This design comes from an exercise in tuning for a short achievable clock period and few clock cycles per item on the open sky130 flow, not from production work.
Only simulation tests tie the RTL to the original design; equivalence was not proved.
Power figures rest on the tool's default switching activity, not on a simulated workload.

==> flow/design.v, too long to show whole: its modules and the start of the top module <==
// module qse_framer: 1892 lines
module qse_framer (
    input  wire        clk,
    input  wire        rst,            
    input  wire        cmd_valid,
    output wire        cmd_ready,
    input  wire        cmd_load,       
    input  wire [31:0] cmd_seed,
    input  wire        cmd_scr,        
    input  wire [9:0]  cmd_ps_words,   
    input  wire [11:0] cmd_len,        
    input  wire        in_valid,
    output wire        in_ready,
    input  wire [31:0] in_data,
    output wire        out_valid,
    input  wire        out_ready,
    output wire [31:0] out_data,
    output wire        out_last
);
  // ...
==> flow/flow/run.sh <==
#!/bin/bash
set -euo pipefail
bash standard.sh SETUP_SLACK_MARGIN=5.7 finish > standard_flow.log 2>&1
==> flow/standard.sh <==
#!/bin/bash
# synth_recipe.tcl (not shown) runs the flow's synth.tcl, then flattens the netlist and writes it again
# the make line also repeats each setting of config.mk as NAME=value (left out here)
make -C /OpenROAD-flow-scripts/flow DESIGN_CONFIG=/design/flow/config.mk WORK_HOME=/design/flow/orfs CLKGATE_MAP_FILE= SYNTH_SCRIPT=/design/flow/synth_recipe.tcl "${@:-finish}"
==> flow/config.mk <==
export PLATFORM = sky130hd
export DESIGN_NAME = qse_framer
export DESIGN_NICKNAME = qse_framer
export VERILOG_FILES = /design/flow/design.v
export SDC_FILE = /design/flow/constraint.sdc
export NUM_CORES = 4
export LEC_CHECK = 0
export ABC_CLOCK_PERIOD_IN_PS = 2500
export CAP_MARGIN = 20
export CORE_MARGIN = 2
export CORE_UTILIZATION = 60
export CTS_CLUSTER_DIAMETER = 100
export CTS_CLUSTER_SIZE = 20
export PLACE_DENSITY = 0.7
export SLEW_MARGIN = 20
==> flow/constraint.sdc <==
create_clock -name core_clock -period 8.0 [get_ports {clk}]
set_input_delay 1.6000 -clock core_clock [delete_from_list [all_inputs] [get_ports {clk}]]
set_output_delay 1.6000 -clock core_clock [all_outputs]
set_load 0.01 [all_outputs]
==> run summary, run 1 <==
- Seq area share: 49.4%
- The setup path with the least slack is of type reg2out.
- Floorplan Core Area: 139000 um^2
* Metal-1 WL: between 80 and 90 mm
- Power attributed to the clock group is a little under 0.006 W.
- Post-CTS setup buffers: around 230
* Run status: complete, no violations
* Mean number of vias per cell: approximately 5.6
- Netlist Area Pre-Place: 84000 um^2
* Syn Area/Cell: ~14 um^2
* Remaining global-route overflow: 0
- Number of inserted diodes: 0
* Sequential Area: between 40000 and 50000 um^2
- The largest registers in the layout are kf_mem (256), of_mem (132), qk_mem (132).
- Post-placement setup slack: around 4.4 ns
* Length of routed met2 wiring: approximately 95 mm
* Xor/xnor cell area share of the yosys netlist: approximately 5.2%
- The worst register-to-register path has a setup slack of around 5.3 ns.
- GR peak layer: met2
- Sum of negative setup slack: 0 ns
* Number of pins with negative max-slew slack in the final report: 0
* Combinational fraction of design power: 2.1%
- In this run the number of H-tree levels came out at 3.
- Of all nets on the critical path, the largest fanout is 2.
- Critical Path Stages: 1
* Std cell rows: about 140
* Number of buffers added to fix hold violations after cts: 0
- Portion of the post-synthesis area used by sequential elements: a little under three fifths
* Worst relative slew slack: 34.3%
* Endpoint of the most critical setup path: cmd_ready
- Synthesis produced a netlist with a net count of around 7000.
- Per report_power, the clock group accounts for about a third of the total.
Testbench counts, summed over its fixed seeds: cycles 21,261, bytes 84,816.
==> inputs of run 2 (changes only) <==
--- a/flow/design.v
+++ b/flow/design.v
@@ -1611,20 +1611,20 @@
     reg  [DCQ-1:0] qk_th;
     wire        qk_pop;
     wire [32:0] qk_head = qk_mem[qk_rp];
     wire        qk_ne = qk_th[0];
     wire [1:0] qi_n = {1'b0, qi_push} + {1'b0, cmd_ready_q};
     wire [1:0] qk_n = {1'b0, qk_push} + {1'b0, cmd_ready_q};
     wire qi_room = (qi_n == 2'd0) ? !qi_th[DCQ-1] : (qi_n == 2'd1) ? !qi_th[DCQ-2] : !qi_th[DCQ-3];
     wire qk_room = (qk_n == 2'd0) ? !qk_th[DCQ-1] : (qk_n == 2'd1) ? !qk_th[DCQ-2] : !qk_th[DCQ-3];
-    wire [1:0] qi_no = {1'b0, qi_push} + {1'b0, cmd_ready_o};
-    wire [1:0] qk_no = {1'b0, qk_push} + {1'b0, cmd_ready_o};
-    wire qi_room_o = (qi_no == 2'd0) ? !qi_th[DCQ-1] : (qi_no == 2'd1) ? !qi_th[DCQ-2] : !qi_th[DCQ-3];
-    wire qk_room_o = (qk_no == 2'd0) ? !qk_th[DCQ-1] : (qk_no == 2'd1) ? !qk_th[DCQ-2] : !qk_th[DCQ-3];
+    wire qi_room_o = !(qi_th[DCQ-1] || (qi_th[DCQ-2] && (qi_push || cmd_ready_q)) ||
+                       (qi_th[DCQ-3] && qi_push && cmd_ready_q));
+    wire qk_room_o = !(qk_th[DCQ-1] || (qk_th[DCQ-2] && (qk_push || cmd_ready_q)) ||
+                       (qk_th[DCQ-3] && qk_push && cmd_ready_q));
     always @(posedge clk) begin
         if (qi_push) qi_mem[qi_wp] <= qi_wdat;
         if (qk_push) qk_mem[qk_wp] <= qk_wdat;
         cmd_ready_q <= !gate_rst && qi_room && qk_room;
         cmd_ready_o <= !gate_rst && qi_room_o && qk_room_o;
         if (r_rst) begin
             qi_wp <= 2'd0; qi_rp <= 2'd0; qi_th <= {DCQ{1'b0}};
             qk_wp <= 2'd0; qk_rp <= 2'd0; qk_th <= {DCQ{1'b0}};
@@ -1658,24 +1658,25 @@
     wire [1:0]  ow_need = {1'b0, i_v} + {1'b0, in_ready_q};    
     wire        ow_ok = ow_ge3 ||
                         (ow_eq2 && (ow_need != 2'd2 || add_ge[0])) ||
                         (ow_eq1 && (ow_need == 2'd0 || (ow_need == 2'd1 ? add_ge[0] : add_ge[1]))) ||
                         (ow_need == 2'd0 ? add_ge[0] : ow_need == 2'd1 ? add_ge[1] : add_ge[2]) &&
                         !ow_ge3 && !ow_eq2 && !ow_eq1;
     wire [1:0]  if_n = {1'b0, i_v} + {1'b0, in_ready_q};
     wire        if_room = (if_n == 2'd0) ? !if_th[DIF-1] : (if_n == 2'd1) ? !if_th[DIF-2] : !if_th[DIF-3];
-    wire [1:0]  ow_need_o = {1'b0, i_v} + {1'b0, in_ready_o};
+    wire        nd2 = i_v && in_ready_q;             
+    wire        nd0 = !i_v && !in_ready_q;           
     wire        ow_ok_o = ow_ge3 ||
-                          (ow_eq2 && (ow_need_o != 2'd2 || add_ge[0])) ||
-                          (ow_eq1 && (ow_need_o == 2'd0 || (ow_need_o == 2'd1 ? add_ge[0] : add_ge[1]))) ||
-                          (ow_need_o == 2'd0 ? add_ge[0] : ow_need_o == 2'd1 ? add_ge[1] : add_ge[2]) &&
-                          !ow_ge3 && !ow_eq2 && !ow_eq1;
-    wire [1:0]  if_no = {1'b0, i_v} + {1'b0, in_ready_o};
-    wire        if_room_o = (if_no == 2'd0) ? !if_th[DIF-1] : (if_no == 2'd1) ? !if_th[DIF-2] : !if_th[DIF-3];
+                          (ow_eq2 && !(nd2 && !add_ge[0])) ||
+                          (ow_eq1 && (add_ge[1] || (add_ge[0] && !nd2) || nd0)) ||
+                          (!ow_ge3 && !ow_eq2 && !ow_eq1 &&
+                           (add_ge[2] || (add_ge[1] && !nd2) || (add_ge[0] && nd0)));
+    wire        if_room_o = !(if_th[DIF-1] || (if_th[DIF-2] && (i_v || in_ready_q)) ||
+                              (if_th[DIF-3] && nd2));
     always @(posedge clk) begin
         i_d <= in_data;
         i_v <= !gate_rst && in_valid && in_ready_q;
         if (i_v) if_mem[if_wp] <= i_d;
         in_ready_q <= !gate_rst && ow_ok && if_room;
         in_ready_o <= !gate_rst && ow_ok_o && if_room_o;
         if (r_rst) begin
             if_wp <= 2'd0; if_rp <= 2'd0; if_th <= {DIF{1'b0}};
@@ -1869,17 +1870,17 @@
     wire        of_ld   = o_take && of_ne;
     wire [32:0] of_next = of_mem[of_hp];
     wire [32:0] of_show = of_mem[of_sp];
     always @(posedge clk) begin
         if (s1_v) of_mem[of_wp] <= of_wdat;
         o_data <= o_take ? of_next[31:0] : of_show[31:0];
         o_last <= o_take ? of_next[32]   : of_show[32];
         o_v   <= !gate_rst && (of_ne || (o_v && !out_ready));
-        o_v_o <= !gate_rst && (of_ne || (o_v_o && !out_ready));
+        o_v_o <= !gate_rst && !(!of_ne && o_take);
         if (r_rst) begin
             of_wp <= 2'd0; of_hp <= 2'd0; of_sp <= 2'd3; of_th <= {NOF{1'b0}};
         end else begin
             of_wp <= of_wp + {1'b0, s1_v};
             if (of_ld) begin
                 of_hp <= of_hp + 2'd1;
                 of_sp <= of_hp;
             end
==> flow/flow/run.sh (replaced) <==
#!/bin/bash
set -euo pipefail
M="SETUP_SLACK_MARGIN=5.7"
R="orfs/results/${FLOW_PLATFORM:-sky130hd}/qse_framer/base"
bash standard.sh $M place > standard_place.log 2>&1
ODB_IN="$R/3_place.odb" openroad -no_init -exit flow/move_out_ffs.tcl > move_out_ffs.log 2>&1
bash standard.sh $M finish > standard_finish.log 2>&1
==> flow/flow/move_out_ffs.tcl (new file) <==
# Put each flip-flop whose only load is an output port's buffer right next to
# that buffer (which sits at the port), then legalize the placement.
read_db $::env(ODB_IN)
set block [ord::get_db_block]
set moved 0
foreach bt [$block getBTerms] {
  if {[$bt getIoType] ne "OUTPUT"} { continue }
  set buf ""
  foreach it [[$bt getNet] getITerms] { if {[$it isOutputSignal]} { set buf [$it getInst] } }
  if {$buf eq ""} { continue }
  set a [$buf findITerm A]
  if {$a eq "NULL" || $a eq ""} { continue }
  set n2 [$a getNet]
  if {[llength [$n2 getITerms]] != 2} { continue }
  set ff ""
  foreach it [$n2 getITerms] { if {[$it isOutputSignal]} { set ff [$it getInst] } }
  if {$ff eq "" || ![string match "*df*" [[$ff getMaster] getName]]} { continue }
  set loc [$buf getLocation]
  $ff setLocation [lindex $loc 0] [lindex $loc 1]
  $ff setPlacementStatus PLACED
  incr moved
}
puts "moved $moved flip-flops next to their output buffers"
detailed_placement
check_placement -verbose
write_db $::env(ODB_IN)
==> run 2 against run 1 <==
Critical path type unchanged. Still clean on timing, DRC and antenna. Wire length decreased by 3.6%. Synthesized area decreased by 0.61%. Power decreased by 0.45%. Worst setup slack improved by 0.088 ns. Final area decreased by 1.9%. Clock power decreased by 0.9%. Flip-flop and latch count decreased by 1.
==> run summary, run 2 <==
* Run status: complete, no violations
* Antenna violations before repair: 3
- Worst-margin pin slew: around 1 ns
- The top cell types in the final layout, fill and taps aside, are 1011 x dfxtp_1, 819 x edfxtp_1, 575 x inv_1, 440 x fa_1, 317 x xnor2_1.
- Number of DRC violations after detailed-routing iteration 0: ~4000
- Drt total wl: between 150 and 200 mm
* Level count of the clock H-tree: 3 (unchanged)
* Primary FF master, synth: dfxtp_1
- In this design, the largest share of critical-path delay is due to flip-flops.
- The largest total area in the synthesized netlist belongs to edfxtp_1.
- The global-route congestion overflow total is 0 (unchanged).
* Post-detailed-route wirelength per cell: approximately 24 um
- The first global-routing pass estimated ~300 mm of wire.
- Worst relative slew slack: 32.4% (-1.9 points)
* Cell count after synthesis: slightly below 6000
- Ports placed on the boundary: ~130
- Most frequent cell after synthesis: dfxtp_1
- Global routing usage summed across all routing layers: about 27%
* Pre-Repair DR Iteration Count: 6
- The average instance area after synthesis is 14.2 um^2 (+0.21%).
- Leaving out fill and tap cells, the most frequent cell in the layout is dfxtp_1.
* Count of antenna-violating nets left after detailed routing: 0
* Tcrit/Tclk final: 35.3%
- Data required time of the worst path: 6.40 ns
- Final GP Congestion: 0.923
- Pwr per Cell Area: around 170 nW/um^2
- Overall power consumption after layout is estimated at around 0.017 W.
- Max-cap violations: 0
- Critical Path AT: approximately 1.2 ns
- The synthesized netlist contains 73 unique library cells.
- Maximum resistive drop on vdd: approximately 0.20 mV
- Entering global routing, the biggest net connects 87 pins.
- Sorting the synthesized cells by how often they occur yields 1145 x dfxtp_1, 819 x edfxtp_1, 666 x inv_1.
- The worst setup path is captured at an output pin.
- Post-synth top area share: about 30%
- The share of the yosys chip area belonging to registers was 56.9% (+0.32 points).
- Proportion of synthesized flip-flops having asynchronous set or reset: 0%
- Via count: 45800
* CTS tree: built
- The synthesized design contains around 820 enable-type register cells.
- Non-filler cells in the finished layout: roughly 8000
- In this run the horizontal extent of the chip is 377 um.
- The number of clock buffers added by TritonCTS is about 110.
- The post-route netlist has between 20% and 30% of its cells at a drive strength greater than 1.
- After clock tree synthesis, the clock-pin slew on the worst setup and hold paths is ~0.08 ns.
- Setup crit start kind: register
- Post-placement setup slack: 4.42 ns (-0.00210 ns)
* Final core utilization: roughly 70%
* Kind of path behind the tightest hold check: reg2reg
- In the routed design, unresolved DRC markers number 0.
- Netlist Area Pre-Place: 83400 um^2 (-0.61%)
* Die outline area: ~140000 um^2
- The signal on the critical path passes through buf_6.
* Half-perimeter wire length of the detailed placement result: between 100 and 150 mm
* Layout overhead on the synthesized area: 14.1%
- Counting flops per register, the top entry is kf_mem.
* Slack of the critical path: ~5.2 ns
* Number of cells after detailed placement: ~7700
- Based on the critical path, the design can be clocked at up to roughly 350 MHz.
- Fin crit period: roughly 2.8 ns
* Start-to-end type of the worst setup path: reg2out
* Setup repair after global routing missed its margin: true
- CP max-delay cell: dfxtp_4
- The clock arrives with ~0.029 ns of skew.
* Max stage delay on crit path: 0.35 ns
- For this run, the number of Yosys warnings is 1.
- The total negative setup slack is 0 ns (unchanged).
- At the end of the flow, the number of nets in the layout was between 7000 and 8000.
* Starting Density: between 60% and 70%
* Buffers plus inverters on the worst setup path: 1
- Mean number of vias per cell: 5.63 (+0.54%)
- The row count came to 136 (-0.73%).
- The net count after synthesis came to 6834 (-0.74%).
* Floorplan die height: around 380 um
- The clock passes through at most 3 buffers.
- Summed over all cells, the static leakage comes to ~37 nW.
* Vias in the first global route: 47400
- Setup violations remaining at the end of the flow were counted as 0.
- Maximum net fanout on the critical path: 2 (unchanged)
- The register with the most flip-flops in the layout has ~260 of them.
- Yosys attributes the largest share of cell area to edfxtp_1 29%, dfxtp_1 27%, fa_1 12%.
- CTS placed an instance of clkbuf_16 at the clock tree root.
* Number of buffers added to fix hold violations after cts: 0 (unchanged)
- In the final layout, the registers with the most flip-flops are kf_mem (256), of_mem (132), qk_mem (132).
- The core outline area was 138000 um^2 (-0.97%).
- Count of filler cells inserted in the layout: about 9400
- The later pin in the worst-skew pair is clocked with a latency of ~0.77 ns.
- Buffers on Ports: 128
- Counting every sink on the clock net gives 1964.
- The number of failing hold endpoints at the final stage is 0.
- Synthesis inferred about 2000 register bits.
- Number of pins with negative max-slew slack in the final report: 0 (unchanged)
## run 2: per-stage QoR
step                instance area, um^2  hold WS [ns]
floorplan                         84200         0.310
global placement                  87500         0.310
detailed placement                87500         0.312
CTS                               93700         0.313
global route                      95200         0.326
finish                            95200         0.317
## run 2: cells by family (layout without fill, tap and decap cells)
| group | count (synthesis) | after routing | synth area share (%) |
|---|---|---|---|
| adder cells (fa/ha/maj) | 872 | 872 | 17.8 |
| buffers and inverters | 827 | 1294 | 3.74 |
| flip-flops | 1964 | 1964 | 56.9 |
| other | 0 | 1 | 0 |
| AND/OR/NAND/NOR | 760 | 764 | 4.23 |
| AO/OA/AOI/OAI | 586 | 586 | 4.19 |
| multiplexers | 374 | 374 | 7.97 |
| XOR/XNOR | 486 | 486 | 5.16 |
## run 2: routing by layer
layer / wire length (um) / GRT usage (%) / up-vias
li1: - / - / 20700
met1: 82600 / 39.2 / 23400
met2: 92300 / 44.3 / 1450
met3: 12200 / 4.09 / 282
met4: 5840 / 8.01 / 0
met5: 0 / 0 / -
## run 2: cell type report
cell class	count	area (um^2)	area share, %
diodes	1	2.50	0.00263
clock buffers	176	3000	3.15
clock inverters	9	123	0.129
inverters	668	2670	2.80
multi-input cells	3082	35200	37.0
flip-flops and latches	1964	47800	50.2
well taps	1794	2240	2.36
repair buffers	441	4100	4.31
## run 2: path summary, 6_finish.rpt
| path | startpoint | to | slack [ns] | depth (start not counted) |
|---|---|---|---|---|
| setup / recovery | o_v | out_valid | 5.17 | 1 |
| hold / removal | fa_t[0] | fb_t[0] | 0.32 | 0 |
| setup reg to reg | R0[30] | R1[62] | 5.27 | 8 |
| hold reg to reg | fa_t[0] | fb_t[0] | 0.32 | 0 |
## run 2: repair_timing
item                                    in CTS  in global routing
gates cloned                                 5                  1
buffers inserted                           190                 58
endpoints found under the setup margin     720                381
resized for setup                          541                241
pin swaps                                  121                131
## run 2: where the power goes
group / internal, W / total (W) / leakage [nW] / switching, W
Combinational: 0.000176 / 0.000350 / 18.4 / 0.000173
Clock: 0.00259 / 0.00576 / 1.50 / 0.00317
Sequential: 0.0104 / 0.0105 / 16.8 / 0.0000509
Testbench counts of run 2, summed over its fixed seeds: cycles 21,261, bytes 84,816.

## afterwards: timing with drivers on the ports
No port has a modelled driver above. Below, the same layouts with a new extraction and two added sets of constraints.
Step 1, drivers: a clkbuf_16 drives clk and a buf_2 each remaining input, both assumed.
Step 2 also shifts input and output timing later by t, the mid clock arrival at the registers, as if the neighbouring blocks saw the same clock.
Slacks: ideal ports / drivers / drivers and shift; pairs: ideal ports / drivers.
| run | shift t [ns] | setup slack, ns | worst hold slack (ns) | clock arrival spread, ns | worst slew at a driven data input, ns |
|---|---|---|---|---|---|
| run 1 | 0.832 | 5.085 / 5.007 / 5.034 | 0.318 / 0.318 / 0.318 | 0.057 / 0.057 | 0.09 |
| run 2 | 0.831 | 5.172 / 5.091 / 4.989 | 0.317 / 0.317 / 0.317 | 0.033 / 0.033 | 0.11 |
After both steps every run listed still meets setup and hold. The setup slack of run 2, which loses most, moves by -0.081 ns with the drivers and by -0.183 ns with both steps.
